From an optimization exercise on the open Yosys and OpenROAD flow, aimed at small area; shortcuts taken in it are not production practice. The RTL was checked by simulation tests, not by an equivalence proof against the original design. Power is estimated from default activity; no workload was simulated.

[design/flow/config.mk]
export PLATFORM = sky130hd
export DESIGN_NAME = tr1_demod
export DESIGN_NICKNAME = tr1_demod
export VERILOG_FILES = /design/flow/design.v
export SDC_FILE = /design/flow/constraint.sdc
export NUM_CORES = 4
export LEC_CHECK = 0
export CAP_MARGIN = 20
export CORE_MARGIN = 2
export CORE_UTILIZATION = 40
export CTS_BUF_LIST = sky130_fd_sc_hd__clkbuf_4
export SLEW_MARGIN = 20
[design/flow/constraint.sdc]
create_clock -name core_clock -period 16.0 [get_ports {clk}]
set_input_delay 3.2000 -clock core_clock [delete_from_list [all_inputs] [get_ports {clk}]]
set_output_delay 3.2000 -clock core_clock [all_outputs]
set_load 0.01 [all_outputs]
[design/flow/run.sh]
#!/bin/bash
# synth_recipe.tcl (not shown) runs the flow's synth.tcl, then flattens the netlist and writes it again
# the make line also repeats each setting of config.mk as NAME=value (left out here)
make -C /OpenROAD-flow-scripts/flow DESIGN_CONFIG=/design/flow/config.mk WORK_HOME=/design/flow/orfs CLKGATE_MAP_FILE= SYNTH_SCRIPT=/design/flow/synth_recipe.tcl finish
[design/flow/design.v]
module tr1_demod (
    input  wire               clk,
    input  wire               rst,         
    input  wire               start,       
    input  wire [1:0]         car,         
    input  wire [1:0]         lc,          
    input  wire               in_valid,
    input  wire signed [11:0] in_sample,
    input  wire               finish,      
    output wire               lv_valid,
    output wire [1:0]         lv_count,    
    output reg  [5:0]         lv_data,     
    output wire               done,
    output wire [7:0]         status       
);
    localparam [1:0] CAR_ASK = 2'd0, CAR_FSK = 2'd1, CAR_QAM = 2'd2;
    localparam [1:0] LC_NRZ = 2'd0, LC_MAN = 2'd1, LC_AMI = 2'd2;
    localparam [1:0] LV_ZERO = 2'b00, LV_POS = 2'b01, LV_NEG = 2'b11;
    reg       active;
    reg [1:0] cur_car;
    reg [1:0] cur_lc;
    reg       cfg_err;
    reg       sig_err;
    reg       fin_pending;
    reg       pol_neg;           
    reg [3:0] lo;
    reg       down;
    reg       half;
    reg       wh;
    wire take  = active & in_valid & ~cfg_err & ~sig_err;
    wire first = ~down & (lo == 4'd0) & ~half & ~wh;
    wire last  = down & (lo == 4'd1) & half & wh;
    wire [4:0] fidx = {half, lo};
    wire [59:0] from;
    assign from[0] = (fidx == 5'd20) | (fidx == 5'd26);
    assign from[1] = (fidx == 5'd1) | (fidx == 5'd3) | (fidx == 5'd17) | (fidx == 5'd21) | (fidx == 5'd27);
    assign from[2] = (fidx == 5'd1) | (fidx == 5'd2) | (fidx == 5'd3) | (fidx == 5'd5) | (fidx == 5'd10) | (fidx == 5'd17) | (fidx == 5'd18) | (fidx == 5'd19) | (fidx == 5'd22);
    assign from[3] = (fidx == 5'd7) | (fidx == 5'd8) | (fidx == 5'd22) | (fidx == 5'd25);
    assign from[4] = (fidx == 5'd25) | (fidx == 5'd26) | (fidx == 5'd27) | (fidx == 5'd28);
    assign from[5] = (fidx == 5'd3) | (fidx == 5'd5) | (fidx == 5'd6) | (fidx == 5'd7) | (fidx == 5'd8) | (fidx == 5'd9) | (fidx == 5'd11) | (fidx == 5'd12) | (fidx == 5'd19) | (fidx == 5'd21) | (fidx == 5'd22) | (fidx == 5'd23) | (fidx == 5'd24) | (fidx == 5'd25) | (fidx == 5'd27) | (fidx == 5'd28);
    assign from[6] = (fidx == 5'd4) | (fidx == 5'd5) | (fidx == 5'd7) | (fidx == 5'd8) | (fidx == 5'd9) | (fidx == 5'd10) | (fidx == 5'd11) | (fidx == 5'd19) | (fidx == 5'd23) | (fidx == 5'd24) | (fidx == 5'd25) | (fidx == 5'd28);
    assign from[7] = (fidx == 5'd7) | (fidx == 5'd8) | (fidx == 5'd11) | (fidx == 5'd20) | (fidx == 5'd23) | (fidx == 5'd25) | (fidx == 5'd27);
    assign from[8] = (fidx == 5'd2) | (fidx == 5'd6) | (fidx == 5'd9) | (fidx == 5'd10) | (fidx == 5'd17) | (fidx == 5'd18) | (fidx == 5'd19) | (fidx == 5'd21) | (fidx == 5'd24) | (fidx == 5'd26);
    assign from[9] = (fidx == 5'd0) | (fidx == 5'd1) | (fidx == 5'd2) | (fidx == 5'd3) | (fidx == 5'd4) | (fidx == 5'd5) | (fidx == 5'd6) | (fidx == 5'd7) | (fidx == 5'd16) | (fidx == 5'd17) | (fidx == 5'd18) | (fidx == 5'd22) | (fidx == 5'd23) | (fidx == 5'd24);
    assign from[10] = (fidx == 5'd6) | (fidx == 5'd8) | (fidx == 5'd20) | (fidx == 5'd23) | (fidx == 5'd24) | (fidx == 5'd26) | (fidx == 5'd27) | (fidx == 5'd28);
    assign from[11] = (fidx == 5'd1) | (fidx == 5'd3) | (fidx == 5'd8) | (fidx == 5'd11) | (fidx == 5'd17) | (fidx == 5'd19) | (fidx == 5'd21) | (fidx == 5'd23) | (fidx == 5'd24);
    assign from[12] = (fidx == 5'd2) | (fidx == 5'd5) | (fidx == 5'd8) | (fidx == 5'd10) | (fidx == 5'd18) | (fidx == 5'd22) | (fidx == 5'd25);
    assign from[13] = (fidx == 5'd6) | (fidx == 5'd7) | (fidx == 5'd17) | (fidx == 5'd18) | (fidx == 5'd21) | (fidx == 5'd24);
    assign from[14] = (fidx == 5'd22) | (fidx == 5'd23) | (fidx == 5'd24) | (fidx == 5'd25) | (fidx == 5'd26) | (fidx == 5'd27) | (fidx == 5'd28);
    assign from[15] = (fidx == 5'd4) | (fidx == 5'd10);
    assign from[16] = (fidx == 5'd1) | (fidx == 5'd5) | (fidx == 5'd11) | (fidx == 5'd17) | (fidx == 5'd19);
    assign from[17] = (fidx == 5'd1) | (fidx == 5'd2) | (fidx == 5'd3) | (fidx == 5'd6) | (fidx == 5'd17) | (fidx == 5'd18) | (fidx == 5'd19) | (fidx == 5'd21) | (fidx == 5'd26);
    assign from[18] = (fidx == 5'd6) | (fidx == 5'd9) | (fidx == 5'd23) | (fidx == 5'd24);
    assign from[19] = (fidx == 5'd9) | (fidx == 5'd10) | (fidx == 5'd11) | (fidx == 5'd12);
    assign from[20] = (fidx == 5'd3) | (fidx == 5'd5) | (fidx == 5'd6) | (fidx == 5'd7) | (fidx == 5'd8) | (fidx == 5'd9) | (fidx == 5'd11) | (fidx == 5'd12) | (fidx == 5'd19) | (fidx == 5'd21) | (fidx == 5'd22) | (fidx == 5'd23) | (fidx == 5'd24) | (fidx == 5'd25) | (fidx == 5'd27) | (fidx == 5'd28);
    assign from[21] = (fidx == 5'd3) | (fidx == 5'd7) | (fidx == 5'd8) | (fidx == 5'd9) | (fidx == 5'd12) | (fidx == 5'd20) | (fidx == 5'd21) | (fidx == 5'd23) | (fidx == 5'd24) | (fidx == 5'd25) | (fidx == 5'd26) | (fidx == 5'd27);
    assign from[22] = (fidx == 5'd4) | (fidx == 5'd7) | (fidx == 5'd9) | (fidx == 5'd11) | (fidx == 5'd23) | (fidx == 5'd24) | (fidx == 5'd27);
    assign from[23] = (fidx == 5'd1) | (fidx == 5'd2) | (fidx == 5'd3) | (fidx == 5'd5) | (fidx == 5'd8) | (fidx == 5'd10) | (fidx == 5'd18) | (fidx == 5'd22) | (fidx == 5'd25) | (fidx == 5'd26);
    assign from[24] = (fidx == 5'd0) | (fidx == 5'd1) | (fidx == 5'd2) | (fidx == 5'd6) | (fidx == 5'd7) | (fidx == 5'd8) | (fidx == 5'd16) | (fidx == 5'd17) | (fidx == 5'd18) | (fidx == 5'd19) | (fidx == 5'd20) | (fidx == 5'd21) | (fidx == 5'd22) | (fidx == 5'd23);
    assign from[25] = (fidx == 5'd4) | (fidx == 5'd7) | (fidx == 5'd8) | (fidx == 5'd10) | (fidx == 5'd11) | (fidx == 5'd12) | (fidx == 5'd22) | (fidx == 5'd24);
    assign from[26] = (fidx == 5'd1) | (fidx == 5'd3) | (fidx == 5'd5) | (fidx == 5'd7) | (fidx == 5'd8) | (fidx == 5'd17) | (fidx == 5'd19) | (fidx == 5'd24) | (fidx == 5'd27);
    assign from[27] = (fidx == 5'd2) | (fidx == 5'd6) | (fidx == 5'd9) | (fidx == 5'd18) | (fidx == 5'd21) | (fidx == 5'd24) | (fidx == 5'd26);
    assign from[28] = (fidx == 5'd1) | (fidx == 5'd2) | (fidx == 5'd5) | (fidx == 5'd8) | (fidx == 5'd22) | (fidx == 5'd23);
    assign from[29] = (fidx == 5'd6) | (fidx == 5'd7) | (fidx == 5'd8) | (fidx == 5'd9) | (fidx == 5'd10) | (fidx == 5'd11) | (fidx == 5'd12);
    assign from[30] = (fidx == 5'd1) | (fidx == 5'd5) | (fidx == 5'd6) | (fidx == 5'd7) | (fidx == 5'd9) | (fidx == 5'd11) | (fidx == 5'd17) | (fidx == 5'd27);
    assign from[31] = (fidx == 5'd4) | (fidx == 5'd20) | (fidx == 5'd23) | (fidx == 5'd25) | (fidx == 5'd26);
    assign from[32] = (fidx == 5'd3) | (fidx == 5'd7) | (fidx == 5'd10) | (fidx == 5'd21) | (fidx == 5'd23) | (fidx == 5'd24) | (fidx == 5'd25);
    assign from[33] = (fidx == 5'd2) | (fidx == 5'd3) | (fidx == 5'd7) | (fidx == 5'd8) | (fidx == 5'd11) | (fidx == 5'd18);
    assign from[34] = (fidx == 5'd3) | (fidx == 5'd4) | (fidx == 5'd5) | (fidx == 5'd6) | (fidx == 5'd7);
    assign from[35] = (fidx == 5'd2) | (fidx == 5'd3) | (fidx == 5'd8) | (fidx == 5'd10) | (fidx == 5'd18) | (fidx == 5'd19) | (fidx == 5'd24) | (fidx == 5'd26);
    assign from[36] = (fidx == 5'd2) | (fidx == 5'd3) | (fidx == 5'd5) | (fidx == 5'd6) | (fidx == 5'd9) | (fidx == 5'd10) | (fidx == 5'd17) | (fidx == 5'd18) | (fidx == 5'd21) | (fidx == 5'd22);
    assign from[37] = (fidx == 5'd2) | (fidx == 5'd8) | (fidx == 5'd9) | (fidx == 5'd11) | (fidx == 5'd12) | (fidx == 5'd27) | (fidx == 5'd28);
    assign from[38] = (fidx == 5'd1) | (fidx == 5'd4) | (fidx == 5'd5) | (fidx == 5'd6) | (fidx == 5'd9) | (fidx == 5'd12) | (fidx == 5'd17) | (fidx == 5'd19) | (fidx == 5'd21) | (fidx == 5'd22) | (fidx == 5'd23) | (fidx == 5'd24) | (fidx == 5'd25) | (fidx == 5'd26) | (fidx == 5'd27);
    assign from[39] = (fidx == 5'd0) | (fidx == 5'd1) | (fidx == 5'd2) | (fidx == 5'd8) | (fidx == 5'd9) | (fidx == 5'd10) | (fidx == 5'd11) | (fidx == 5'd16) | (fidx == 5'd17);
    assign from[40] = (fidx == 5'd1) | (fidx == 5'd2) | (fidx == 5'd5) | (fidx == 5'd6) | (fidx == 5'd7) | (fidx == 5'd9) | (fidx == 5'd11) | (fidx == 5'd17) | (fidx == 5'd18) | (fidx == 5'd24) | (fidx == 5'd26) | (fidx == 5'd27);
    assign from[41] = (fidx == 5'd3) | (fidx == 5'd4) | (fidx == 5'd6) | (fidx == 5'd20) | (fidx == 5'd23) | (fidx == 5'd25);
    assign from[42] = (fidx == 5'd2) | (fidx == 5'd8) | (fidx == 5'd9) | (fidx == 5'd10) | (fidx == 5'd12) | (fidx == 5'd21) | (fidx == 5'd27);
    assign from[43] = (fidx == 5'd3) | (fidx == 5'd4) | (fidx == 5'd5) | (fidx == 5'd6) | (fidx == 5'd7) | (fidx == 5'd11) | (fidx == 5'd18) | (fidx == 5'd19);
    assign from[44] = (fidx == 5'd16) | (fidx == 5'd17);
    assign from[45] = (fidx == 5'd1) | (fidx == 5'd11) | (fidx == 5'd17) | (fidx == 5'd21) | (fidx == 5'd22) | (fidx == 5'd23) | (fidx == 5'd25) | (fidx == 5'd27);
    assign from[46] = (fidx == 5'd4) | (fidx == 5'd7) | (fidx == 5'd9) | (fidx == 5'd10) | (fidx == 5'd20);
    assign from[47] = (fidx == 5'd5) | (fidx == 5'd7) | (fidx == 5'd8) | (fidx == 5'd9) | (fidx == 5'd19) | (fidx == 5'd23) | (fidx == 5'd26);
    assign from[48] = (fidx == 5'd2) | (fidx == 5'd18) | (fidx == 5'd19) | (fidx == 5'd23) | (fidx == 5'd24) | (fidx == 5'd27);
    assign from[49] = (fidx == 5'd19) | (fidx == 5'd20) | (fidx == 5'd21) | (fidx == 5'd22) | (fidx == 5'd23);
    assign from[50] = (fidx == 5'd2) | (fidx == 5'd3) | (fidx == 5'd8) | (fidx == 5'd10) | (fidx == 5'd18) | (fidx == 5'd19) | (fidx == 5'd24) | (fidx == 5'd26);
    assign from[51] = (fidx == 5'd1) | (fidx == 5'd2) | (fidx == 5'd5) | (fidx == 5'd6) | (fidx == 5'd18) | (fidx == 5'd19) | (fidx == 5'd21) | (fidx == 5'd22) | (fidx == 5'd25) | (fidx == 5'd26);
    assign from[52] = (fidx == 5'd11) | (fidx == 5'd12) | (fidx == 5'd18) | (fidx == 5'd24) | (fidx == 5'd25) | (fidx == 5'd27) | (fidx == 5'd28);
    assign from[53] = (fidx == 5'd1) | (fidx == 5'd3) | (fidx == 5'd5) | (fidx == 5'd6) | (fidx == 5'd7) | (fidx == 5'd8) | (fidx == 5'd9) | (fidx == 5'd10) | (fidx == 5'd11) | (fidx == 5'd17) | (fidx == 5'd20) | (fidx == 5'd21) | (fidx == 5'd22) | (fidx == 5'd25) | (fidx == 5'd28);
    assign from[54] = (fidx == 5'd0) | (fidx == 5'd1) | (fidx == 5'd16) | (fidx == 5'd17) | (fidx == 5'd18) | (fidx == 5'd24) | (fidx == 5'd25) | (fidx == 5'd26) | (fidx == 5'd27);
    assign from[55] = (fidx == 5'd1) | (fidx == 5'd2) | (fidx == 5'd8) | (fidx == 5'd10) | (fidx == 5'd11) | (fidx == 5'd17) | (fidx == 5'd18) | (fidx == 5'd21) | (fidx == 5'd22) | (fidx == 5'd23) | (fidx == 5'd25) | (fidx == 5'd27);
    assign from[56] = (fidx == 5'd4) | (fidx == 5'd7) | (fidx == 5'd9) | (fidx == 5'd19) | (fidx == 5'd20) | (fidx == 5'd22);
    assign from[57] = (fidx == 5'd5) | (fidx == 5'd11) | (fidx == 5'd18) | (fidx == 5'd24) | (fidx == 5'd25) | (fidx == 5'd26) | (fidx == 5'd28);
    assign from[58] = (fidx == 5'd2) | (fidx == 5'd3) | (fidx == 5'd19) | (fidx == 5'd20) | (fidx == 5'd21) | (fidx == 5'd22) | (fidx == 5'd23) | (fidx == 5'd27);
    assign from[59] = (fidx == 5'd0) | (fidx == 5'd1);
    wire [29:0] qrom;
    assign qrom[0] = (lo == 4'd1) | (lo == 4'd3);
    assign qrom[1] = (lo == 4'd2) | (lo == 4'd8);
    assign qrom[2] = (lo == 4'd4) | (lo == 4'd7);
    assign qrom[3] = (lo == 4'd8) | (lo == 4'd9);
    assign qrom[4] = 1'b0;
    assign qrom[5] = (lo == 4'd5) | (lo == 4'd6) | (lo == 4'd7) | (lo == 4'd8) | (lo == 4'd9) | (lo == 4'd10);
    assign qrom[6] = (lo == 4'd6) | (lo == 4'd7) | (lo == 4'd9);
    assign qrom[7] = (lo == 4'd3) | (lo == 4'd5) | (lo == 4'd8) | (lo == 4'd9) | (lo == 4'd10) | (lo == 4'd11) | (lo == 4'd12);
    assign qrom[8] = (lo == 4'd5) | (lo == 4'd6) | (lo == 4'd7) | (lo == 4'd10) | (lo == 4'd11);
    assign qrom[9] = (lo == 4'd0) | (lo == 4'd1) | (lo == 4'd2) | (lo == 4'd3) | (lo == 4'd4) | (lo == 4'd5) | (lo == 4'd6) | (lo == 4'd7) | (lo == 4'd8);
    assign qrom[10] = (lo == 4'd1) | (lo == 4'd3) | (lo == 4'd5) | (lo == 4'd6) | (lo == 4'd7) | (lo == 4'd10);
    assign qrom[11] = (lo == 4'd2) | (lo == 4'd6) | (lo == 4'd8) | (lo == 4'd9);
    assign qrom[12] = (lo == 4'd3) | (lo == 4'd4) | (lo == 4'd7) | (lo == 4'd9) | (lo == 4'd11);
    assign qrom[13] = (lo == 4'd5) | (lo == 4'd6) | (lo == 4'd7) | (lo == 4'd8);
    assign qrom[14] = 1'b0;
    assign qrom[15] = (lo == 4'd3) | (lo == 4'd5);
    assign qrom[16] = (lo == 4'd5) | (lo == 4'd8) | (lo == 4'd9);
    assign qrom[17] = (lo == 4'd1) | (lo == 4'd3) | (lo == 4'd8);
    assign qrom[18] = (lo == 4'd4) | (lo == 4'd5);
    assign qrom[19] = 1'b0;
    assign qrom[20] = (lo == 4'd4) | (lo == 4'd6) | (lo == 4'd7) | (lo == 4'd10) | (lo == 4'd11) | (lo == 4'd12);
    assign qrom[21] = (lo == 4'd4) | (lo == 4'd7) | (lo == 4'd10) | (lo == 4'd11);
    assign qrom[22] = (lo == 4'd5) | (lo == 4'd6) | (lo == 4'd9) | (lo == 4'd10);
    assign qrom[23] = (lo == 4'd1) | (lo == 4'd2) | (lo == 4'd3) | (lo == 4'd6) | (lo == 4'd7) | (lo == 4'd8);
    assign qrom[24] = (lo == 4'd5) | (lo == 4'd6) | (lo == 4'd7) | (lo == 4'd8) | (lo == 4'd9) | (lo == 4'd10) | (lo == 4'd11) | (lo == 4'd12);
    assign qrom[25] = (lo == 4'd3) | (lo == 4'd4) | (lo == 4'd5) | (lo == 4'd6) | (lo == 4'd10) | (lo == 4'd11) | (lo == 4'd12);
    assign qrom[26] = (lo == 4'd4) | (lo == 4'd8) | (lo == 4'd9) | (lo == 4'd11);
    assign qrom[27] = (lo == 4'd1) | (lo == 4'd6) | (lo == 4'd9) | (lo == 4'd10);
    assign qrom[28] = (lo == 4'd5) | (lo == 4'd6) | (lo == 4'd7) | (lo == 4'd8);
    assign qrom[29] = 1'b0;
    wire [14:0] bf1 = from[59:45], bf2 = from[44:30], bf3 = from[29:15], bf4 = from[14:0];
    wire [14:0] bqs = qrom[29:15], bqc = qrom[14:0];
    wire [11:0] xg = take ? in_sample : 12'd0;
    wire [4:0] fneg = {5{down}};
    wire [4:0] sneg = {5{half}};
    wire [4:0] cneg = {5{half ^ down}};
    reg [14:0] d1, d2, d3, d4;
    always @(*) begin
        case (cur_car)
            CAR_ASK: begin
                d1 = {4'd0, xg[11], 5'd1, 5'd0};
                d2 = d1;
                d3 = 15'd0;
                d4 = 15'd0;
            end
            CAR_FSK: begin
                d1 = {bf1[14:10] ^ fneg, bf1[9:0]};
                d2 = {bf2[14:10] ^ fneg, bf2[9:0]};
                d3 = bf3;
                d4 = bf4;
            end
            default: begin
                d1 = {bqs[14:10] ^ sneg, bqs[9:0]};
                d2 = d1;
                d3 = {bqc[14:10] ^ cneg, bqc[9:0]};
                d4 = d3;
            end
        endcase
    end
    reg signed [26:0] acc1, acc2, acc3, acc4;
    wire [26:0] sum1, sum2, sum3, sum4;
    tr1_mac u_mac1 (.base(first ? 27'd0 : acc1), .x(xg), .neg(d1[14:10]), .one(d1[9:5]), .two(d1[4:0]), .sum(sum1));
    tr1_mac u_mac2 (.base(first ? 27'd0 : acc2), .x(xg), .neg(d2[14:10]), .one(d2[9:5]), .two(d2[4:0]), .sum(sum2));
    tr1_mac u_mac3 (.base(first ? 27'd0 : acc3), .x(xg), .neg(d3[14:10]), .one(d3[9:5]), .two(d3[4:0]), .sum(sum3));
    tr1_mac u_mac4 (.base(first ? 27'd0 : acc4), .x(xg), .neg(d4[14:10]), .one(d4[9:5]), .two(d4[4:0]), .sum(sum4));
    reg        [53:0] xr;        
    reg signed [26:0] y1, y2;
    reg        [28:0] hacc;      
    reg               sticky;    
    reg               hbusy;
    reg        [5:0]  hstep;
    reg               dvalid;    
    wire        [26:0] hterm = xr[0] ? (hstep[0] ? y2 : y1) : 27'd0;
    wire               hneg  = (hstep[5:1] == 5'd26);
    wire        [26:0] ht    = hterm ^ {27{hneg}};
    wire        [28:0] hsum;
    wire h_0 = hacc[0] ^ ht[0];
    wire h_1 = hacc[0] & ht[0];
    wire h_2 = hacc[1] ^ ht[1];
    wire h_3 = hacc[1] & ht[1];
    wire h_4 = hacc[2] ^ ht[2];
    wire h_5 = hacc[2] & ht[2];
    wire h_6 = hacc[3] ^ ht[3];
    wire h_7 = hacc[3] & ht[3];
    wire h_8 = hacc[4] ^ ht[4];
    wire h_9 = hacc[4] & ht[4];
    wire h_10 = hacc[5] ^ ht[5];
    wire h_11 = hacc[5] & ht[5];
    wire h_12 = hacc[6] ^ ht[6];
    wire h_13 = hacc[6] & ht[6];
    wire h_14 = hacc[7] ^ ht[7];
    wire h_15 = hacc[7] & ht[7];
    wire h_16 = hacc[8] ^ ht[8];
    wire h_17 = hacc[8] & ht[8];
    wire h_18 = hacc[9] ^ ht[9];
    wire h_19 = hacc[9] & ht[9];
    wire h_20 = hacc[10] ^ ht[10];
    wire h_21 = hacc[10] & ht[10];
    wire h_22 = hacc[11] ^ ht[11];
    wire h_23 = hacc[11] & ht[11];
    wire h_24 = hacc[12] ^ ht[12];
    wire h_25 = hacc[12] & ht[12];
    wire h_26 = hacc[13] ^ ht[13];
    wire h_27 = hacc[13] & ht[13];
    wire h_28 = hacc[14] ^ ht[14];
    wire h_29 = hacc[14] & ht[14];
    wire h_30 = hacc[15] ^ ht[15];
    wire h_31 = hacc[15] & ht[15];
    wire h_32 = hacc[16] ^ ht[16];
    wire h_33 = hacc[16] & ht[16];
    wire h_34 = hacc[17] ^ ht[17];
    wire h_35 = hacc[17] & ht[17];
    wire h_36 = hacc[18] ^ ht[18];
    wire h_37 = hacc[18] & ht[18];
    wire h_38 = hacc[19] ^ ht[19];
    wire h_39 = hacc[19] & ht[19];
    wire h_40 = hacc[20] ^ ht[20];
    wire h_41 = hacc[20] & ht[20];
    wire h_42 = hacc[21] ^ ht[21];
    wire h_43 = hacc[21] & ht[21];
    wire h_44 = hacc[22] ^ ht[22];
    wire h_45 = hacc[22] & ht[22];
    wire h_46 = hacc[23] ^ ht[23];
    wire h_47 = hacc[23] & ht[23];
    wire h_48 = hacc[24] ^ ht[24];
    wire h_49 = hacc[24] & ht[24];
    wire h_50 = hacc[25] ^ ht[25];
    wire h_51 = hacc[25] & ht[25];
    wire h_52 = hacc[26] ^ ht[26];
    wire h_53 = hacc[26] & ht[26];
    wire h_54 = hacc[27] ^ ht[26];
    wire h_55 = hacc[27] & ht[26];
    wire h_56 = hacc[28] ^ ht[26];
    wire h_57 = hacc[28] & ht[26];
    wire h_58 = hneg ^ h_0;
    wire h_59 = hneg & h_0;
    wire h_60 = h_2 ^ h_1 ^ h_59;
    wire h_61 = (h_2 & h_1) | (h_2 & h_59) | (h_1 & h_59);
    wire h_62 = h_4 ^ h_3 ^ h_61;
    wire h_63 = (h_4 & h_3) | (h_4 & h_61) | (h_3 & h_61);
    wire h_64 = h_6 ^ h_5 ^ h_63;
    wire h_65 = (h_6 & h_5) | (h_6 & h_63) | (h_5 & h_63);
    wire h_66 = h_8 ^ h_7 ^ h_65;
    wire h_67 = (h_8 & h_7) | (h_8 & h_65) | (h_7 & h_65);
    wire h_68 = h_10 ^ h_9 ^ h_67;
    wire h_69 = (h_10 & h_9) | (h_10 & h_67) | (h_9 & h_67);
    wire h_70 = h_12 ^ h_11 ^ h_69;
    wire h_71 = (h_12 & h_11) | (h_12 & h_69) | (h_11 & h_69);
    wire h_72 = h_14 ^ h_13 ^ h_71;
    wire h_73 = (h_14 & h_13) | (h_14 & h_71) | (h_13 & h_71);
    wire h_74 = h_16 ^ h_15 ^ h_73;
    wire h_75 = (h_16 & h_15) | (h_16 & h_73) | (h_15 & h_73);
    wire h_76 = h_18 ^ h_17 ^ h_75;
    wire h_77 = (h_18 & h_17) | (h_18 & h_75) | (h_17 & h_75);
    wire h_78 = h_20 ^ h_19 ^ h_77;
    wire h_79 = (h_20 & h_19) | (h_20 & h_77) | (h_19 & h_77);
    wire h_80 = h_22 ^ h_21 ^ h_79;
    wire h_81 = (h_22 & h_21) | (h_22 & h_79) | (h_21 & h_79);
    wire h_82 = h_24 ^ h_23 ^ h_81;
    wire h_83 = (h_24 & h_23) | (h_24 & h_81) | (h_23 & h_81);
    wire h_84 = h_26 ^ h_25 ^ h_83;
    wire h_85 = (h_26 & h_25) | (h_26 & h_83) | (h_25 & h_83);
    wire h_86 = h_28 ^ h_27 ^ h_85;
    wire h_87 = (h_28 & h_27) | (h_28 & h_85) | (h_27 & h_85);
    wire h_88 = h_30 ^ h_29 ^ h_87;
    wire h_89 = (h_30 & h_29) | (h_30 & h_87) | (h_29 & h_87);
    wire h_90 = h_32 ^ h_31 ^ h_89;
    wire h_91 = (h_32 & h_31) | (h_32 & h_89) | (h_31 & h_89);
    wire h_92 = h_34 ^ h_33 ^ h_91;
    wire h_93 = (h_34 & h_33) | (h_34 & h_91) | (h_33 & h_91);
    wire h_94 = h_36 ^ h_35 ^ h_93;
    wire h_95 = (h_36 & h_35) | (h_36 & h_93) | (h_35 & h_93);
    wire h_96 = h_38 ^ h_37 ^ h_95;
    wire h_97 = (h_38 & h_37) | (h_38 & h_95) | (h_37 & h_95);
    wire h_98 = h_40 ^ h_39 ^ h_97;
    wire h_99 = (h_40 & h_39) | (h_40 & h_97) | (h_39 & h_97);
    wire h_100 = h_42 ^ h_41 ^ h_99;
    wire h_101 = (h_42 & h_41) | (h_42 & h_99) | (h_41 & h_99);
    wire h_102 = h_44 ^ h_43 ^ h_101;
    wire h_103 = (h_44 & h_43) | (h_44 & h_101) | (h_43 & h_101);
    wire h_104 = h_46 ^ h_45 ^ h_103;
    wire h_105 = (h_46 & h_45) | (h_46 & h_103) | (h_45 & h_103);
    wire h_106 = h_48 ^ h_47 ^ h_105;
    wire h_107 = (h_48 & h_47) | (h_48 & h_105) | (h_47 & h_105);
    wire h_108 = h_50 ^ h_49 ^ h_107;
    wire h_109 = (h_50 & h_49) | (h_50 & h_107) | (h_49 & h_107);
    wire h_110 = h_52 ^ h_51 ^ h_109;
    wire h_111 = (h_52 & h_51) | (h_52 & h_109) | (h_51 & h_109);
    wire h_112 = h_54 ^ h_53 ^ h_111;
    wire h_113 = (h_54 & h_53) | (h_54 & h_111) | (h_53 & h_111);
    wire h_114 = h_56 ^ h_55 ^ h_113;
    assign hsum = {h_114, h_112, h_110, h_108, h_106, h_104, h_102, h_100, h_98, h_96, h_94, h_92, h_90, h_88, h_86, h_84, h_82, h_80, h_78, h_76, h_74, h_72, h_70, h_68, h_66, h_64, h_62, h_60, h_58};
    wire p_zero = (hacc == 29'd0) & ~sticky;
    reg  a_bit;                  
    reg  c_s, c_d;               
    reg  nz_s, nz_d;             
    reg  sg_s, sg_d;             
    wire s_bit = a_bit ^ xr[0] ^ c_s;
    wire d_bit = a_bit ^ ~xr[0] ^ c_d;
    reg       dec_err;
    reg [1:0] dec_n;             
    reg [2:0] dec_p;             
    always @(*) begin
        dec_err = 1'b0;
        dec_n   = 2'd1;
        dec_p   = 3'b000;
        case (cur_car)
            CAR_ASK: begin
                if (y1 > 27'sd12800)     dec_p[0] = 1'b1;
                else if (y1 < 27'sd6400) dec_p[0] = 1'b0;
                else                     dec_err  = 1'b1;
            end
            CAR_FSK: begin
                dec_err  = p_zero;
                dec_p[0] = ~hacc[28];
            end
            default: begin
                dec_n = 2'd3;
                dec_err = (hacc < 29'd20000) | ((hacc == 29'd180000) & ~sticky) |
                          ~nz_s | ~nz_d;
                dec_p[0] = sg_s;
                dec_p[1] = sg_s ^ sg_d;
                dec_p[2] = (hacc > 29'd180000) | ((hacc == 29'd180000) & sticky);
            end
        endcase
    end
    reg rec_pol;
    integer i;
    always @(*) begin
        lv_data = 6'd0;
        rec_pol = pol_neg;
        for (i = 0; i < 3; i = i + 1) begin
            if (i < dec_n) begin
                case (cur_lc)
                    LC_NRZ: lv_data[2*i +: 2] = dec_p[i] ? LV_POS : LV_NEG;
                    LC_MAN: lv_data[2*i +: 2] = dec_p[i] ? LV_POS : LV_ZERO;
                    default: begin
                        if (dec_p[i]) begin
                            lv_data[2*i +: 2] = rec_pol ? LV_NEG : LV_POS;
                            rec_pol = ~rec_pol;
                        end else begin
                            lv_data[2*i +: 2] = LV_ZERO;
                        end
                    end
                endcase
            end
        end
    end
    assign lv_valid = dvalid & ~dec_err & ~sig_err;
    assign lv_count = (cur_car == CAR_QAM) ? 2'd3 : 2'd1;
    assign done   = fin_pending & ~hbusy & ~dvalid;
    assign status = cfg_err ? 8'h15 : (sig_err | ~first) ? 8'h76 : 8'h00;
    always @(posedge clk) begin
        acc1 <= sum1;
        acc2 <= sum2;
        acc3 <= sum3;
        acc4 <= sum4;
        if (take & last) begin
            xr <= {sum3[26], sum1[26], sum3[25], sum1[25], sum3[24], sum1[24],
                   sum3[23], sum1[23], sum3[22], sum1[22], sum3[21], sum1[21],
                   sum3[20], sum1[20], sum3[19], sum1[19], sum3[18], sum1[18],
                   sum3[17], sum1[17], sum3[16], sum1[16], sum3[15], sum1[15],
                   sum3[14], sum1[14], sum3[13], sum1[13], sum3[12], sum1[12],
                   sum3[11], sum1[11], sum3[10], sum1[10], sum3[9],  sum1[9],
                   sum3[8],  sum1[8],  sum3[7],  sum1[7],  sum3[6],  sum1[6],
                   sum3[5],  sum1[5],  sum3[4],  sum1[4],  sum3[3],  sum1[3],
                   sum3[2],  sum1[2],  sum3[1],  sum1[1],  sum3[0],  sum1[0]};
            y1 <= sum2;
            y2 <= sum4;
        end else begin
            xr <= xr >> 1;
        end
        a_bit <= xr[0];
        if (take & last) begin
            c_s  <= 1'b0;
            c_d  <= 1'b1;
            nz_s <= 1'b0;
            nz_d <= 1'b0;
        end else if (hstep[0]) begin
            c_s  <= (a_bit & xr[0]) | (a_bit & c_s) | (xr[0] & c_s);
            c_d  <= (a_bit & ~xr[0]) | (a_bit & c_d) | (~xr[0] & c_d);
            nz_s <= nz_s | s_bit;
            nz_d <= nz_d | d_bit;
            sg_s <= s_bit;
            sg_d <= d_bit;
        end
        if (take & last) begin
            hacc   <= 29'd0;
            sticky <= 1'b0;
        end else begin
            hacc   <= hstep[0] ? {hsum[28], hsum[28:1]} : hsum;
            sticky <= sticky | (hstep[0] & hsum[0]);
        end
        if (rst) begin
            active      <= 1'b0;
            fin_pending <= 1'b0;
            hbusy       <= 1'b0;
            dvalid      <= 1'b0;
        end else begin
            if (start) begin
                active      <= 1'b1;
                cur_car     <= car;
                cur_lc      <= lc;
                cfg_err     <= (car == 2'd3) || (lc == 2'd3);
                sig_err     <= 1'b0;
                fin_pending <= 1'b0;
                pol_neg     <= 1'b0;
                lo          <= 4'd0;
                down        <= 1'b0;
                half        <= 1'b0;
                wh          <= 1'b0;
            end else begin
                if (take) begin
                    if (~down) begin
                        if (lo == 4'd12) down <= 1'b1;
                        else             lo   <= lo + 4'd1;
                    end else if (lo == 4'd1) begin
                        down <= 1'b0;
                        lo   <= 4'd0;
                        half <= ~half;
                        if (half) wh <= ~wh;
                    end else begin
                        lo <= lo - 4'd1;
                    end
                end
                if (take & last) begin
                    hbusy <= 1'b1;
                    hstep <= 6'd0;
                end else if (hbusy) begin
                    hstep <= hstep + 6'd1;
                    if (hstep == 6'd53) hbusy <= 1'b0;
                end
                dvalid <= hbusy & (hstep == 6'd53);
                if (dvalid & ~sig_err) begin
                    if (dec_err) sig_err <= 1'b1;
                    else         pol_neg <= rec_pol;
                end
                if (active & finish) fin_pending <= 1'b1;
                if (done) begin
                    fin_pending <= 1'b0;
                    active      <= 1'b0;
                end
            end
        end
    end
endmodule
module tr1_mac (
    input  wire [26:0] base,
    input  wire [11:0] x,
    input  wire [4:0]  neg,
    input  wire [4:0]  one,
    input  wire [4:0]  two,
    output wire [26:0] sum
);
    wire t_0 = ((one[0] & x[0])) ^ neg[0];
    wire t_1 = ((one[0] & x[1]) | (two[0] & x[0])) ^ neg[0];
    wire t_2 = ((one[0] & x[2]) | (two[0] & x[1])) ^ neg[0];
    wire t_3 = ((one[0] & x[3]) | (two[0] & x[2])) ^ neg[0];
    wire t_4 = ((one[0] & x[4]) | (two[0] & x[3])) ^ neg[0];
    wire t_5 = ((one[0] & x[5]) | (two[0] & x[4])) ^ neg[0];
    wire t_6 = ((one[0] & x[6]) | (two[0] & x[5])) ^ neg[0];
    wire t_7 = ((one[0] & x[7]) | (two[0] & x[6])) ^ neg[0];
    wire t_8 = ((one[0] & x[8]) | (two[0] & x[7])) ^ neg[0];
    wire t_9 = ((one[0] & x[9]) | (two[0] & x[8])) ^ neg[0];
    wire t_10 = ((one[0] & x[10]) | (two[0] & x[9])) ^ neg[0];
    wire t_11 = ((one[0] & x[11]) | (two[0] & x[10])) ^ neg[0];
    wire t_12 = ((one[0] & x[11]) | (two[0] & x[11])) ^ neg[0];
    wire t_13 = ~t_12;
    wire t_14 = ((one[1] & x[0])) ^ neg[1];
    wire t_15 = ((one[1] & x[1]) | (two[1] & x[0])) ^ neg[1];
    wire t_16 = ((one[1] & x[2]) | (two[1] & x[1])) ^ neg[1];
    wire t_17 = ((one[1] & x[3]) | (two[1] & x[2])) ^ neg[1];
    wire t_18 = ((one[1] & x[4]) | (two[1] & x[3])) ^ neg[1];
    wire t_19 = ((one[1] & x[5]) | (two[1] & x[4])) ^ neg[1];
    wire t_20 = ((one[1] & x[6]) | (two[1] & x[5])) ^ neg[1];
    wire t_21 = ((one[1] & x[7]) | (two[1] & x[6])) ^ neg[1];
    wire t_22 = ((one[1] & x[8]) | (two[1] & x[7])) ^ neg[1];
    wire t_23 = ((one[1] & x[9]) | (two[1] & x[8])) ^ neg[1];
    wire t_24 = ((one[1] & x[10]) | (two[1] & x[9])) ^ neg[1];
    wire t_25 = ((one[1] & x[11]) | (two[1] & x[10])) ^ neg[1];
    wire t_26 = ((one[1] & x[11]) | (two[1] & x[11])) ^ neg[1];
    wire t_27 = ~t_26;
    wire t_28 = ((one[2] & x[0])) ^ neg[2];
    wire t_29 = ((one[2] & x[1]) | (two[2] & x[0])) ^ neg[2];
    wire t_30 = ((one[2] & x[2]) | (two[2] & x[1])) ^ neg[2];
    wire t_31 = ((one[2] & x[3]) | (two[2] & x[2])) ^ neg[2];
    wire t_32 = ((one[2] & x[4]) | (two[2] & x[3])) ^ neg[2];
    wire t_33 = ((one[2] & x[5]) | (two[2] & x[4])) ^ neg[2];
    wire t_34 = ((one[2] & x[6]) | (two[2] & x[5])) ^ neg[2];
    wire t_35 = ((one[2] & x[7]) | (two[2] & x[6])) ^ neg[2];
    wire t_36 = ((one[2] & x[8]) | (two[2] & x[7])) ^ neg[2];
    wire t_37 = ((one[2] & x[9]) | (two[2] & x[8])) ^ neg[2];
    wire t_38 = ((one[2] & x[10]) | (two[2] & x[9])) ^ neg[2];
    wire t_39 = ((one[2] & x[11]) | (two[2] & x[10])) ^ neg[2];
    wire t_40 = ((one[2] & x[11]) | (two[2] & x[11])) ^ neg[2];
    wire t_41 = ~t_40;
    wire t_42 = ((one[3] & x[0])) ^ neg[3];
    wire t_43 = ((one[3] & x[1]) | (two[3] & x[0])) ^ neg[3];
    wire t_44 = ((one[3] & x[2]) | (two[3] & x[1])) ^ neg[3];
    wire t_45 = ((one[3] & x[3]) | (two[3] & x[2])) ^ neg[3];
    wire t_46 = ((one[3] & x[4]) | (two[3] & x[3])) ^ neg[3];
    wire t_47 = ((one[3] & x[5]) | (two[3] & x[4])) ^ neg[3];
    wire t_48 = ((one[3] & x[6]) | (two[3] & x[5])) ^ neg[3];
    wire t_49 = ((one[3] & x[7]) | (two[3] & x[6])) ^ neg[3];
    wire t_50 = ((one[3] & x[8]) | (two[3] & x[7])) ^ neg[3];
    wire t_51 = ((one[3] & x[9]) | (two[3] & x[8])) ^ neg[3];
    wire t_52 = ((one[3] & x[10]) | (two[3] & x[9])) ^ neg[3];
    wire t_53 = ((one[3] & x[11]) | (two[3] & x[10])) ^ neg[3];
    wire t_54 = ((one[3] & x[11]) | (two[3] & x[11])) ^ neg[3];
    wire t_55 = ~t_54;
    wire t_56 = ((one[4] & x[0])) ^ neg[4];
    wire t_57 = ((one[4] & x[1]) | (two[4] & x[0])) ^ neg[4];
    wire t_58 = ((one[4] & x[2]) | (two[4] & x[1])) ^ neg[4];
    wire t_59 = ((one[4] & x[3]) | (two[4] & x[2])) ^ neg[4];
    wire t_60 = ((one[4] & x[4]) | (two[4] & x[3])) ^ neg[4];
    wire t_61 = ((one[4] & x[5]) | (two[4] & x[4])) ^ neg[4];
    wire t_62 = ((one[4] & x[6]) | (two[4] & x[5])) ^ neg[4];
    wire t_63 = ((one[4] & x[7]) | (two[4] & x[6])) ^ neg[4];
    wire t_64 = ((one[4] & x[8]) | (two[4] & x[7])) ^ neg[4];
    wire t_65 = ((one[4] & x[9]) | (two[4] & x[8])) ^ neg[4];
    wire t_66 = ((one[4] & x[10]) | (two[4] & x[9])) ^ neg[4];
    wire t_67 = ((one[4] & x[11]) | (two[4] & x[10])) ^ neg[4];
    wire t_68 = ((one[4] & x[11]) | (two[4] & x[11])) ^ neg[4];
    wire t_69 = ~t_68;
    wire t_70 = base[8] ^ t_8;
    wire t_71 = base[8] & t_8;
    wire t_72 = base[9] ^ t_9;
    wire t_73 = base[9] & t_9;
    wire t_74 = base[10] ^ t_10;
    wire t_75 = base[10] & t_10;
    wire t_76 = base[11] ^ t_11;
    wire t_77 = base[11] & t_11;
    wire t_78 = base[12] ^ t_13 ^ t_24;
    wire t_79 = (base[12] & t_13) | (base[12] & t_24) | (t_13 & t_24);
    wire t_80 = base[13] ^ t_25;
    wire t_81 = base[13] & t_25;
    wire t_82 = base[4] ^ t_4;
    wire t_83 = base[4] & t_4;
    wire t_84 = base[5] ^ t_5;
    wire t_85 = base[5] & t_5;
    wire t_86 = base[6] ^ t_6 ^ t_18;
    wire t_87 = (base[6] & t_6) | (base[6] & t_18) | (t_6 & t_18);
    wire t_88 = t_30 ^ t_42;
    wire t_89 = t_30 & t_42;
    wire t_90 = base[7] ^ t_7 ^ t_19;
    wire t_91 = (base[7] & t_7) | (base[7] & t_19) | (t_7 & t_19);
    wire t_92 = t_31 ^ t_43;
    wire t_93 = t_31 & t_43;
    wire t_94 = t_20 ^ t_32 ^ t_44;
    wire t_95 = (t_20 & t_32) | (t_20 & t_44) | (t_32 & t_44);
    wire t_96 = t_56 ^ neg[4] ^ t_70;
    wire t_97 = (t_56 & neg[4]) | (t_56 & t_70) | (neg[4] & t_70);
    wire t_98 = t_21 ^ t_33 ^ t_45;
    wire t_99 = (t_21 & t_33) | (t_21 & t_45) | (t_33 & t_45);
    wire t_100 = t_57 ^ t_72 ^ t_71;
    wire t_101 = (t_57 & t_72) | (t_57 & t_71) | (t_72 & t_71);
    wire t_102 = t_22 ^ t_34 ^ t_46;
    wire t_103 = (t_22 & t_34) | (t_22 & t_46) | (t_34 & t_46);
    wire t_104 = t_58 ^ t_74 ^ t_73;
    wire t_105 = (t_58 & t_74) | (t_58 & t_73) | (t_74 & t_73);
    wire t_106 = t_23 ^ t_35 ^ t_47;
    wire t_107 = (t_23 & t_35) | (t_23 & t_47) | (t_35 & t_47);
    wire t_108 = t_59 ^ t_76 ^ t_75;
    wire t_109 = (t_59 & t_76) | (t_59 & t_75) | (t_76 & t_75);
    wire t_110 = t_36 ^ t_48 ^ t_60;
    wire t_111 = (t_36 & t_48) | (t_36 & t_60) | (t_48 & t_60);
    wire t_112 = 1'b1 ^ t_78 ^ t_77;
    wire t_113 = (1'b1 & t_78) | (1'b1 & t_77) | (t_78 & t_77);
    wire t_114 = t_37 ^ t_49 ^ t_61;
    wire t_115 = (t_37 & t_49) | (t_37 & t_61) | (t_49 & t_61);
    wire t_116 = 1'b1 ^ t_80 ^ t_79;
    wire t_117 = (1'b1 & t_80) | (1'b1 & t_79) | (t_80 & t_79);
    wire t_118 = base[14] ^ t_27 ^ t_38;
    wire t_119 = (base[14] & t_27) | (base[14] & t_38) | (t_27 & t_38);
    wire t_120 = t_50 ^ t_62 ^ t_81;
    wire t_121 = (t_50 & t_62) | (t_50 & t_81) | (t_62 & t_81);
    wire t_122 = base[15] ^ t_39 ^ t_51;
    wire t_123 = (base[15] & t_39) | (base[15] & t_51) | (t_39 & t_51);
    wire t_124 = t_63 ^ 1'b1;
    wire t_125 = t_63 & 1'b1;
    wire t_126 = base[16] ^ t_41 ^ t_52;
    wire t_127 = (base[16] & t_41) | (base[16] & t_52) | (t_41 & t_52);
    wire t_128 = base[17] ^ t_53;
    wire t_129 = base[17] & t_53;
    wire t_130 = base[2] ^ t_2;
    wire t_131 = base[2] & t_2;
    wire t_132 = base[3] ^ t_3;
    wire t_133 = base[3] & t_3;
    wire t_134 = t_16 ^ t_28 ^ neg[2];
    wire t_135 = (t_16 & t_28) | (t_16 & neg[2]) | (t_28 & neg[2]);
    wire t_136 = t_17 ^ t_29 ^ t_84;
    wire t_137 = (t_17 & t_29) | (t_17 & t_84) | (t_29 & t_84);
    wire t_138 = neg[3] ^ t_86 ^ t_88;
    wire t_139 = (neg[3] & t_86) | (neg[3] & t_88) | (t_86 & t_88);
    wire t_140 = t_90 ^ t_92 ^ t_87;
    wire t_141 = (t_90 & t_92) | (t_90 & t_87) | (t_92 & t_87);
    wire t_142 = t_94 ^ t_96 ^ t_91;
    wire t_143 = (t_94 & t_96) | (t_94 & t_91) | (t_96 & t_91);
    wire t_144 = t_98 ^ t_100 ^ t_95;
    wire t_145 = (t_98 & t_100) | (t_98 & t_95) | (t_100 & t_95);
    wire t_146 = t_102 ^ t_104 ^ t_99;
    wire t_147 = (t_102 & t_104) | (t_102 & t_99) | (t_104 & t_99);
    wire t_148 = t_106 ^ t_108 ^ t_103;
    wire t_149 = (t_106 & t_108) | (t_106 & t_103) | (t_108 & t_103);
    wire t_150 = t_110 ^ t_112 ^ t_107;
    wire t_151 = (t_110 & t_112) | (t_110 & t_107) | (t_112 & t_107);
    wire t_152 = t_114 ^ t_116 ^ t_111;
    wire t_153 = (t_114 & t_116) | (t_114 & t_111) | (t_116 & t_111);
    wire t_154 = t_118 ^ t_120 ^ t_115;
    wire t_155 = (t_118 & t_120) | (t_118 & t_115) | (t_120 & t_115);
    wire t_156 = t_122 ^ t_124 ^ t_119;
    wire t_157 = (t_122 & t_124) | (t_122 & t_119) | (t_124 & t_119);
    wire t_158 = t_64 ^ t_126 ^ t_123;
    wire t_159 = (t_64 & t_126) | (t_64 & t_123) | (t_126 & t_123);
    wire t_160 = t_65 ^ 1'b1 ^ t_128;
    wire t_161 = (t_65 & 1'b1) | (t_65 & t_128) | (1'b1 & t_128);
    wire t_162 = base[18] ^ t_55 ^ t_66;
    wire t_163 = (base[18] & t_55) | (base[18] & t_66) | (t_55 & t_66);
    wire t_164 = base[19] ^ t_67;
    wire t_165 = base[19] & t_67;
    wire t_166 = base[0] ^ t_0;
    wire t_167 = base[0] & t_0;
    wire t_168 = base[1] ^ t_1;
    wire t_169 = base[1] & t_1;
    wire t_170 = t_14 ^ neg[1] ^ t_130;
    wire t_171 = (t_14 & neg[1]) | (t_14 & t_130) | (neg[1] & t_130);
    wire t_172 = t_15 ^ t_132 ^ t_131;
    wire t_173 = (t_15 & t_132) | (t_15 & t_131) | (t_132 & t_131);
    wire t_174 = t_82 ^ t_134 ^ t_133;
    wire t_175 = (t_82 & t_134) | (t_82 & t_133) | (t_134 & t_133);
    wire t_176 = t_83 ^ t_136 ^ t_135;
    wire t_177 = (t_83 & t_136) | (t_83 & t_135) | (t_136 & t_135);
    wire t_178 = t_85 ^ t_138 ^ t_137;
    wire t_179 = (t_85 & t_138) | (t_85 & t_137) | (t_138 & t_137);
    wire t_180 = t_89 ^ t_140 ^ t_139;
    wire t_181 = (t_89 & t_140) | (t_89 & t_139) | (t_140 & t_139);
    wire t_182 = t_93 ^ t_142 ^ t_141;
    wire t_183 = (t_93 & t_142) | (t_93 & t_141) | (t_142 & t_141);
    wire t_184 = t_97 ^ t_144 ^ t_143;
    wire t_185 = (t_97 & t_144) | (t_97 & t_143) | (t_144 & t_143);
    wire t_186 = t_101 ^ t_146 ^ t_145;
    wire t_187 = (t_101 & t_146) | (t_101 & t_145) | (t_146 & t_145);
    wire t_188 = t_105 ^ t_148 ^ t_147;
    wire t_189 = (t_105 & t_148) | (t_105 & t_147) | (t_148 & t_147);
    wire t_190 = t_109 ^ t_150 ^ t_149;
    wire t_191 = (t_109 & t_150) | (t_109 & t_149) | (t_150 & t_149);
    wire t_192 = t_113 ^ t_152 ^ t_151;
    wire t_193 = (t_113 & t_152) | (t_113 & t_151) | (t_152 & t_151);
    wire t_194 = t_117 ^ t_154 ^ t_153;
    wire t_195 = (t_117 & t_154) | (t_117 & t_153) | (t_154 & t_153);
    wire t_196 = t_121 ^ t_156 ^ t_155;
    wire t_197 = (t_121 & t_156) | (t_121 & t_155) | (t_156 & t_155);
    wire t_198 = t_125 ^ t_158 ^ t_157;
    wire t_199 = (t_125 & t_158) | (t_125 & t_157) | (t_158 & t_157);
    wire t_200 = t_127 ^ t_160 ^ t_159;
    wire t_201 = (t_127 & t_160) | (t_127 & t_159) | (t_160 & t_159);
    wire t_202 = t_129 ^ t_162 ^ t_161;
    wire t_203 = (t_129 & t_162) | (t_129 & t_161) | (t_162 & t_161);
    wire t_204 = 1'b1 ^ t_164 ^ t_163;
    wire t_205 = (1'b1 & t_164) | (1'b1 & t_163) | (t_164 & t_163);
    wire t_206 = base[20] ^ t_69 ^ t_165;
    wire t_207 = (base[20] & t_69) | (base[20] & t_165) | (t_69 & t_165);
    wire t_208 = base[21] ^ 1'b1;
    wire t_209 = base[21] & 1'b1;
    wire t_210 = base[22] ^ 1'b1;
    wire t_211 = base[22] & 1'b1;
    wire t_212 = base[23] ^ 1'b1;
    wire t_213 = base[23] & 1'b1;
    wire t_214 = base[24] ^ 1'b1;
    wire t_215 = base[24] & 1'b1;
    wire t_216 = base[25] ^ 1'b1;
    wire t_217 = base[25] & 1'b1;
    wire t_218 = base[26] ^ 1'b1;
    wire t_219 = base[26] & 1'b1;
    wire t_220 = neg[0] ^ t_166;
    wire t_221 = neg[0] & t_166;
    wire t_222 = t_168 ^ t_167 ^ t_221;
    wire t_223 = (t_168 & t_167) | (t_168 & t_221) | (t_167 & t_221);
    wire t_224 = t_170 ^ t_169 ^ t_223;
    wire t_225 = (t_170 & t_169) | (t_170 & t_223) | (t_169 & t_223);
    wire t_226 = t_172 ^ t_171 ^ t_225;
    wire t_227 = (t_172 & t_171) | (t_172 & t_225) | (t_171 & t_225);
    wire t_228 = t_174 ^ t_173 ^ t_227;
    wire t_229 = (t_174 & t_173) | (t_174 & t_227) | (t_173 & t_227);
    wire t_230 = t_176 ^ t_175 ^ t_229;
    wire t_231 = (t_176 & t_175) | (t_176 & t_229) | (t_175 & t_229);
    wire t_232 = t_178 ^ t_177 ^ t_231;
    wire t_233 = (t_178 & t_177) | (t_178 & t_231) | (t_177 & t_231);
    wire t_234 = t_180 ^ t_179 ^ t_233;
    wire t_235 = (t_180 & t_179) | (t_180 & t_233) | (t_179 & t_233);
    wire t_236 = t_182 ^ t_181 ^ t_235;
    wire t_237 = (t_182 & t_181) | (t_182 & t_235) | (t_181 & t_235);
    wire t_238 = t_184 ^ t_183 ^ t_237;
    wire t_239 = (t_184 & t_183) | (t_184 & t_237) | (t_183 & t_237);
    wire t_240 = t_186 ^ t_185 ^ t_239;
    wire t_241 = (t_186 & t_185) | (t_186 & t_239) | (t_185 & t_239);
    wire t_242 = t_188 ^ t_187 ^ t_241;
    wire t_243 = (t_188 & t_187) | (t_188 & t_241) | (t_187 & t_241);
    wire t_244 = t_190 ^ t_189 ^ t_243;
    wire t_245 = (t_190 & t_189) | (t_190 & t_243) | (t_189 & t_243);
    wire t_246 = t_192 ^ t_191 ^ t_245;
    wire t_247 = (t_192 & t_191) | (t_192 & t_245) | (t_191 & t_245);
    wire t_248 = t_194 ^ t_193 ^ t_247;
    wire t_249 = (t_194 & t_193) | (t_194 & t_247) | (t_193 & t_247);
    wire t_250 = t_196 ^ t_195 ^ t_249;
    wire t_251 = (t_196 & t_195) | (t_196 & t_249) | (t_195 & t_249);
    wire t_252 = t_198 ^ t_197 ^ t_251;
    wire t_253 = (t_198 & t_197) | (t_198 & t_251) | (t_197 & t_251);
    wire t_254 = t_200 ^ t_199 ^ t_253;
    wire t_255 = (t_200 & t_199) | (t_200 & t_253) | (t_199 & t_253);
    wire t_256 = t_202 ^ t_201 ^ t_255;
    wire t_257 = (t_202 & t_201) | (t_202 & t_255) | (t_201 & t_255);
    wire t_258 = t_204 ^ t_203 ^ t_257;
    wire t_259 = (t_204 & t_203) | (t_204 & t_257) | (t_203 & t_257);
    wire t_260 = t_206 ^ t_205 ^ t_259;
    wire t_261 = (t_206 & t_205) | (t_206 & t_259) | (t_205 & t_259);
    wire t_262 = t_208 ^ t_207 ^ t_261;
    wire t_263 = (t_208 & t_207) | (t_208 & t_261) | (t_207 & t_261);
    wire t_264 = t_210 ^ t_209 ^ t_263;
    wire t_265 = (t_210 & t_209) | (t_210 & t_263) | (t_209 & t_263);
    wire t_266 = t_212 ^ t_211 ^ t_265;
    wire t_267 = (t_212 & t_211) | (t_212 & t_265) | (t_211 & t_265);
    wire t_268 = t_214 ^ t_213 ^ t_267;
    wire t_269 = (t_214 & t_213) | (t_214 & t_267) | (t_213 & t_267);
    wire t_270 = t_216 ^ t_215 ^ t_269;
    wire t_271 = (t_216 & t_215) | (t_216 & t_269) | (t_215 & t_269);
    wire t_272 = t_218 ^ t_217 ^ t_271;
    assign sum = {t_272, t_270, t_268, t_266, t_264, t_262, t_260, t_258, t_256, t_254, t_252, t_250, t_248, t_246, t_244, t_242, t_240, t_238, t_236, t_234, t_232, t_230, t_228, t_226, t_224, t_222, t_220};
endmodule
==> reports/metrics.yaml, run 1 <==
run:
  max_cap_violations: 0
yosys:
  synth_cell_types: 90
  synth_most_common_cell: "inv_1"
  synth_top_area_cell: "fa_1"
  synth_edf_count: 76
  yosys_warnings: 1
  synth_common_cells: "inv_1 (370), fa_1 (313), nand2_1 (206), dfxtp_1 (201), xnor2_1 (200)"
  netlist_area_mm2: 0.0262
  ys_top_cells_by_area: "fa_1 (24%), dfxtp_1 (15%), edfxtp_1 (8.7%), xnor2_1 (6.7%), ha_1 (5.7%)"
  ys_seq_area_frac: 0.241
  synth-seq-cells: 277
  synthArstFlopShare: 0
  synthCells: 2760
  avgSynthCellArea_um2: 9.49
  synth.top_cell.area_share: 0.239
  ys.flop_type: "dfxtp_1"
worst_hold_path:
  min_path_type: "reg2reg"
  hold_path_depth: 2
  hold-path-endpoint: "xr[16]$_DFF_P_"
  min-delay-start: "xr[17]$_DFF_P_"
cts:
  htreeDepth: 3
  worstSkewPairLatency_ns: 0.83
  post_cts_buffers: 0
  cts_tree: "done"
  cts_max_path_buffers: 3
  cts.clk_slew.worst_paths_ns: 0.06
  cts_root_buf: "clkbuf_4"
  hold_buffers: 0
  numCtsBuffers: 79
  clock-sinks: 277
  cts_resized: 0
timing:
  holdWs_ns: 0.406
  max_slew.worst_pin.slew_ns: 1.02
  tns_ns: 0
  period_share: 0.888
  rsz0062_at_grt: "no"
  relSlewSlack: 0.319
  fin_crit_ns: 14.21
  drv_slew: 0
  setup_viol: 0
  finalHoldViolCount: 0
  skew_ns: 0.0526
  clock.fmax_mhz: 70.4
drt:
  vias: 19655
  wl_mm: 73.5
  dr.pass1.iters: 5
  drc: 0
  antenna_left: 0
  wl_per_cell_um: 20.0
  via_per_inst: 5.36
  drt-initial-drc-count: 1566
setup_path:
  max_stage_delay_ns: 0.60
  worstSetupPathType: "in2reg"
  reg2reg_slack_ns: 2.64
  setup.worst_path.start_class: "input pin"
  cpMaxStageDelayCell: "nor4_1"
  reg2reg_depth: 37
  cp_data_arrival_time_ns: 14.92
  crit_path_max_fanout: 12
  cpMostUsedCell: "fa_1"
  reg2reg_from: "hstep[0]$_SDFFCE_PP0P_"
  end_kind: "flip-flop"
  cp.required_ns: 16.70
  r2r_end: "hacc[27]$_SDFF_PP0_"
power_and_ir_drop:
  p_per_area_mw_per_mm2: 214
  leakagePower_uw: 0.0115
  power_frac_comb: 0.678
  power.share.clock: 0.109
  p_int_uw: 3340
  switching_share: 0.449
  pwr-share-seq: 0.212
  ir_drop_mv: 0.189
  p_total_uw: 6060
  p_sw_uw: 2730
global_route:
  grt_pass1_wl_mm: 117
  use_met2: 0.369
  grt_pass1_vias: 21148
  met3_usage: 0.0396
  grt_max_degree: 93
  grt_usage: 0.223
  use_met1: 0.283
  gr-max-usage-layer: "met2"
  grt-ovfl-total: 0
  antenna_found_initial: 2
cells_and_area:
  nNetsFinal: 3204
  stdcell_area_mm2: 0.0283
  areaGrowthSynthToFinish_pct: 8.06
  final_core_util: 0.438
  drive_above_1_share: 0.111
floorplanning:
  dieHeight_um: 260
  die_area_mm2: 0.0675
  io_pins: 39
  die_w_um: 260
  rows: 93
  initial_utilization: 0.406
  coreArea_mm2: 0.0646
place:
  placed_cell_area_mm2: 0.0273
  hpwl_mm: 55.0
  gp_congestion: 0.928
  portBuffers: 35
run_status:
  outcome: "no timing/DRC/antenna violations"
==> power by group through the flow <==
stage,Clock [uW],Sequential (uW),Combinational [uW]
global route,728,1310,4790
finish,663,1290,4110
detailed placement,0,1300,4170
global placement,0,1300,4050
floorplan,0,1270,2940
CTS,691,1290,4210
==> registers in the layout (all words and copies together), names as in the netlist, 2 cells and up <==
| name | cells |
|---|---|
| acc1 | 27 |
| hstep | 6 |
| cur_car | 2 |
| acc3 | 27 |
| y2 | 27 |
| lo | 4 |
| y1 | 27 |
| xr | 54 |
| hacc | 29 |
| cur_lc | 2 |
| acc2 | 27 |
| acc4 | 27 |
==> cell type report <==
cell class	count	area, um2
Antenna cell	1	2.50
Clock buffer	111	833
Clock inverter	29	163
Fill cell	6253	36300
Inverter	372	1400
Multi-Input combinational cell	1889	17500
Sequential cell	277	6310
Tap cell	855	1070
Timing Repair Buffer	132	1080
==> through the flow <==
stage,setup slack [ns],std cells
5_1_grt,1.18,3666
4_1_cts,1.69,3665
3_3_place_gp,0.891,3525
2_1_floorplan,2.23,2761
3_5_place_dp,0.684,3525
6_report,1.79,3666
==> worst max-delay path: cells and delay by family <==
| family | cells | cell delay (ns) |
|---|---|---|
| xor gates and xnor gates | 2 | 0.32 |
| and+or+nand+nor | 4 | 1.41 |
| adders and majority gates | 27 | 9.02 |
| buffers and inverters | 8 | 0.98 |
==> worst max-delay path by stage <==
stage | from | to | slack [ns] | depth (start not counted)
global route | in_valid | xr[53]$_SDFF_PN0_ | 1.18 | 41
CTS | in_valid | xr[53]$_SDFF_PN0_ | 1.69 | 41
finish | in_valid | xr[53]$_SDFF_PN0_ | 1.79 | 41
floorplan | in_valid | xr[53]$_SDFF_PN0_ | 2.23 | 41
detailed placement | in_valid | xr[53]$_SDFF_PN0_ | 0.68 | 41
global placement | in_valid | xr[53]$_SDFF_PN0_ | 0.89 | 41
==> per-layer routing <==
metal | up-vias | wire, um
met5 | - | 0
met4 | 0 | 3280
met3 | 209 | 4610
met2 | 703 | 34900
met1 | 9699 | 30700
li1 | 9044 | -
==> cells by family (layout without fill, tap and decap cells) <==
logic type,count (synthesis),count (layout),share of synthesized area
AND/OR/NAND/NOR,553,553,0.102
other,2,4,0.000287
flip-flops,277,277,0.241
buffers and inverters,595,644,0.0955
multiplexers,41,41,0.0172
AO/OA/AOI/OAI,535,535,0.139
XOR/XNOR,325,325,0.109
adder cells (fa/ha/maj),432,432,0.296
==> placed cells by master, fill, tap and decap left out, types with 18 or more instances in the layout <==
| cell | count |
|---|---|
| a211oi_1 | 33 |
| a21oi_1 | 101 |
| a22oi_1 | 68 |
| a22oi_2 | 20 |
| and2_1 | 98 |
| buf_4 | 97 |
| clkbuf_4 | 111 |
| clkdlybuf4s50_1 | 35 |
| clkinv_1 | 20 |
| dfxtp_1 | 200 |
| edfxtp_1 | 76 |
| fa_1 | 313 |
| ha_1 | 119 |
| inv_1 | 370 |
| mux2_2 | 32 |
| nand2_1 | 206 |
| nor2_1 | 105 |
| nor2b_1 | 35 |
| nor3_1 | 18 |
| o21ai_0 | 50 |
| o22ai_1 | 140 |
| xnor2_1 | 200 |
| xor2_1 | 123 |
==> inputs of run 2 (changes only) <==
--- a/design/flow/config.mk
+++ b/design/flow/config.mk
@@ -10,3 +10,3 @@
 export CORE_UTILIZATION = 40
-export CTS_BUF_LIST = sky130_fd_sc_hd__clkbuf_4
+export CTS_BUF_LIST = sky130_fd_sc_hd__clkbuf_8
 export SLEW_MARGIN = 20
==> reports/metrics.yaml, run 2 <==
place:
  placed_cell_area_mm2: 0.0273  # unchanged
  hpwl_mm: 55.0  # unchanged
  gp_congestion: 0.928  # unchanged
  dp_cells: 3525  # unchanged
  portBuffers: 35  # unchanged
  pre_cts_ws_ns: 0.684  # unchanged
cts:
  numCtsBuffers: 50  # -37%
  clock-sinks: 277  # unchanged
  cts_max_path_buffers: 3  # unchanged
  cts_root_buf: "clkbuf_8"
  cts_tree: "done"
  htreeDepth: 2  # -1
  cts.clk_slew.worst_paths_ns: 0.06  # about the same
  worstSkewPairLatency_ns: 0.65  # -0.18 ns
  cts_resized: 0  # unchanged
  hold_buffers: 0  # unchanged
  post_cts_buffers: 0  # unchanged
drt:
  drc: 0  # unchanged
  wl_per_cell_um: 20.2  # +0.67%
  wl_mm: 72.9  # -0.81%
  via_per_inst: 5.37  # +0.13%
  dr.pass1.iters: 5  # unchanged
  antenna_left: 0  # unchanged
  drt-initial-drc-count: 1637  # +4.5%
  vias: 19391  # -1.3%
timing:
  drv_slew: 0  # unchanged
  clock.fmax_mhz: 69.5  # -1.2%
  setup_slack_ns: 1.61  # -0.177 ns
  tns_ns: 0  # unchanged
  period_share: 0.899  # +0.0111
  skew_ns: 0.0313  # -0.0213 ns
  finalHoldViolCount: 0  # unchanged
  relSlewSlack: 0.352  # +0.0329
  fin_crit_ns: 14.39  # +0.177 ns
  max_slew.worst_pin.slew_ns: 0.971  # -0.0492 ns
  setup_viol: 0  # unchanged
  rsz0062_at_grt: "no"
setup_path:
  reg2reg_depth: 39  # +5.4%
  r2r_end: "hacc[27]$_SDFF_PP0_"
  reg2reg_from: "hstep[3]$_SDFFCE_PP0P_"
  worstSetupPathType: "in2reg"
  crit_family: "adder cells"
  end_kind: "flip-flop"
  max_stage_delay_ns: 0.60  # about the same
  cpMostUsedCell: "fa_1"
  cpMaxStageDelayCell: "nor4_1"
  cp.required_ns: 16.52  # -0.18 ns
  cp_num_buf_inv: 8  # unchanged
  cp_data_arrival_time_ns: 14.91  # about the same
  reg2reg_slack_ns: 2.65  # about the same
  setup.worst_path.start_class: "input pin"
  crit_path_max_fanout: 12  # unchanged
power_and_ir_drop:
  p_total_uw: 6080  # +0.30%
  ir_drop_mv: 0.205  # +8.6%
  leakagePower_uw: 0.0115  # -0.20%
  p_per_area_mw_per_mm2: 215  # +0.26%
global_route:
  antenna_found_initial: 2  # unchanged
  grt_max_degree: 93  # unchanged
  grt-ovfl-total: 0  # unchanged
  grt_usage: 0.221  # -0.00216
  grt_pass1_vias: 20831  # -1.5%
  grt_pass1_wl_mm: 116  # -0.68%
yosys:
  ys_seq_area_frac: 0.241  # unchanged
  ys.flop_type: "dfxtp_1"
  synth-seq-cells: 277  # unchanged
  yosys_warnings: 1  # unchanged
  synth_cell_types: 90  # unchanged
  synth.top_cell.area_share: 0.239  # unchanged
  synth_top_area_cell: "fa_1"
  ys_top_cells_by_area: "fa_1 (24%), dfxtp_1 (15%), edfxtp_1 (8.7%), xnor2_1 (6.7%), ha_1 (5.7%)"
  synthArstFlopShare: 0  # unchanged
  synth_edf_count: 76  # unchanged
  synthCells: 2760  # unchanged
  netlist_area_mm2: 0.0262  # unchanged
  avgSynthCellArea_um2: 9.49  # unchanged
  synth_most_common_cell: "inv_1"
  synth_common_cells: "inv_1 (370), fa_1 (313), nand2_1 (206), dfxtp_1 (201), xnor2_1 (200)"
run:
  max_cap_violations: 0  # unchanged
cells_and_area:
  areaGrowthSynthToFinish_pct: 8.10  # about the same
  drive_above_1_share: 0.0940  # -0.0167
  top_regs: "xr: 54 flops, hacc: 29 flops"
  nNetsFinal: 3175  # -0.91%
  regArea_mm2: 0.00631  # unchanged
  final_cell_mix: "inv_1 (381), fa_1 (313), nand2_1 (206), xnor2_1 (200), dfxtp_1 (200)"
  final_common_cell: "inv_1"
  fillers: 6216  # -0.59%
  multiInputGateArea_mm2: 0.0175  # unchanged
  stdcell_area_mm2: 0.0283  # about the same
  layoutNonFillerInstCount: 3612  # -1.5%
  largest_reg_flops: 54  # unchanged
  regMostFlops: "xr"
floorplanning:
  die_w_um: 260  # unchanged
  coreArea_mm2: 0.0646  # unchanged
  initial_utilization: 0.406  # unchanged
  rows: 93  # unchanged
  io_pins: 39  # unchanged
  die_area_mm2: 0.0675  # unchanged
  dieHeight_um: 260  # unchanged
worst_hold_path:
  hold-path-endpoint: "xr[16]$_DFF_P_"
  min-delay-start: "xr[17]$_DFF_P_"
  hold_path_depth: 2  # unchanged
  min_path_type: "reg2reg"
run_status:
  outcome: "no timing/DRC/antenna violations"
-- run 2: worst max path at each step --
| stage | start | endpoint | slack (ns) | cells past startpoint |
|---|---|---|---|---|
| after global placement | in_valid | xr[53]$_SDFF_PN0_ | 0.89 | 41 |
| after detailed placement | in_valid | xr[53]$_SDFF_PN0_ | 0.68 | 41 |
| final | in_valid | xr[53]$_SDFF_PN0_ | 1.61 | 41 |
| after global routing | in_valid | xr[53]$_SDFF_PN0_ | 0.96 | 41 |
| after floorplan | in_valid | xr[53]$_SDFF_PN0_ | 2.23 | 41 |
| after CTS | in_valid | xr[53]$_SDFF_PN0_ | 1.47 | 41 |
-- run 2: worst register-to-register path, delay by kind of cell, from the launching register on --
family	cells	cell delay [ns]
buffers and inverters	2	0.43
AO/OA/AOI/OAI	1	0.15
AND/OR/NAND/NOR	3	0.45
flip-flops	1	0.44
XOR/XNOR	4	0.60
adder cells (fa/ha/maj)	29	11.15
-- run 2: area by class of cell --
cell class / count / share of cell area
antenna: 1 / 0.0000884
clock buffer: 60 / 0.0292
clock inverter: 26 / 0.00636
inverter: 372 / 0.0493
multi-input combinational: 1889 / 0.616
sequential: 277 / 0.223
tap: 855 / 0.0378
timing repair buffer: 132 / 0.0381
-- run 2: cell families after synthesis --
group,Yosys count,synth area share
adders and majority gates,432,0.296
other,2,0.000287
AOI/OAI and AO/OA,535,0.139
and+or+nand+nor,553,0.102
buffers and inverters,595,0.0955
muxes,41,0.0172
xor gates and xnor gates,325,0.109
DFF,277,0.241
-- run 2: through the flow --
stage	hold slack (ns)	utilization
3_5_place_dp	0.400	0.423
5_1_grt	0.436	0.438
4_1_cts	0.410	0.438
3_3_place_gp	0.398	0.423
2_1_floorplan	0.392	-
6_report	0.402	0.438
-- run 2: report_power, final --
group,internal (uW),switching (uW)
Sequential,1210,74.7
Clock,372,309
Combinational,1790,2330
-- run 2: per-layer routing --
layer	routed length [um]	share of wire	vias to the layer above	global-route usage
li1	-	-	8951	-
met1	30600	0.42	9521	0.284
met2	34600	0.47	726	0.368
met3	4660	0.064	193	0.0361
met4	3010	0.041	0	0.0964
met5	0	0	-	0

Check on run 2: ideal ports give 1.610 ns setup slack; a clkbuf_16 on the clock port and buf_2 on the inputs give 1.637 ns; moving port delays by the midpoint clock arrival (0.691 ns) as well gives 0.947 ns.
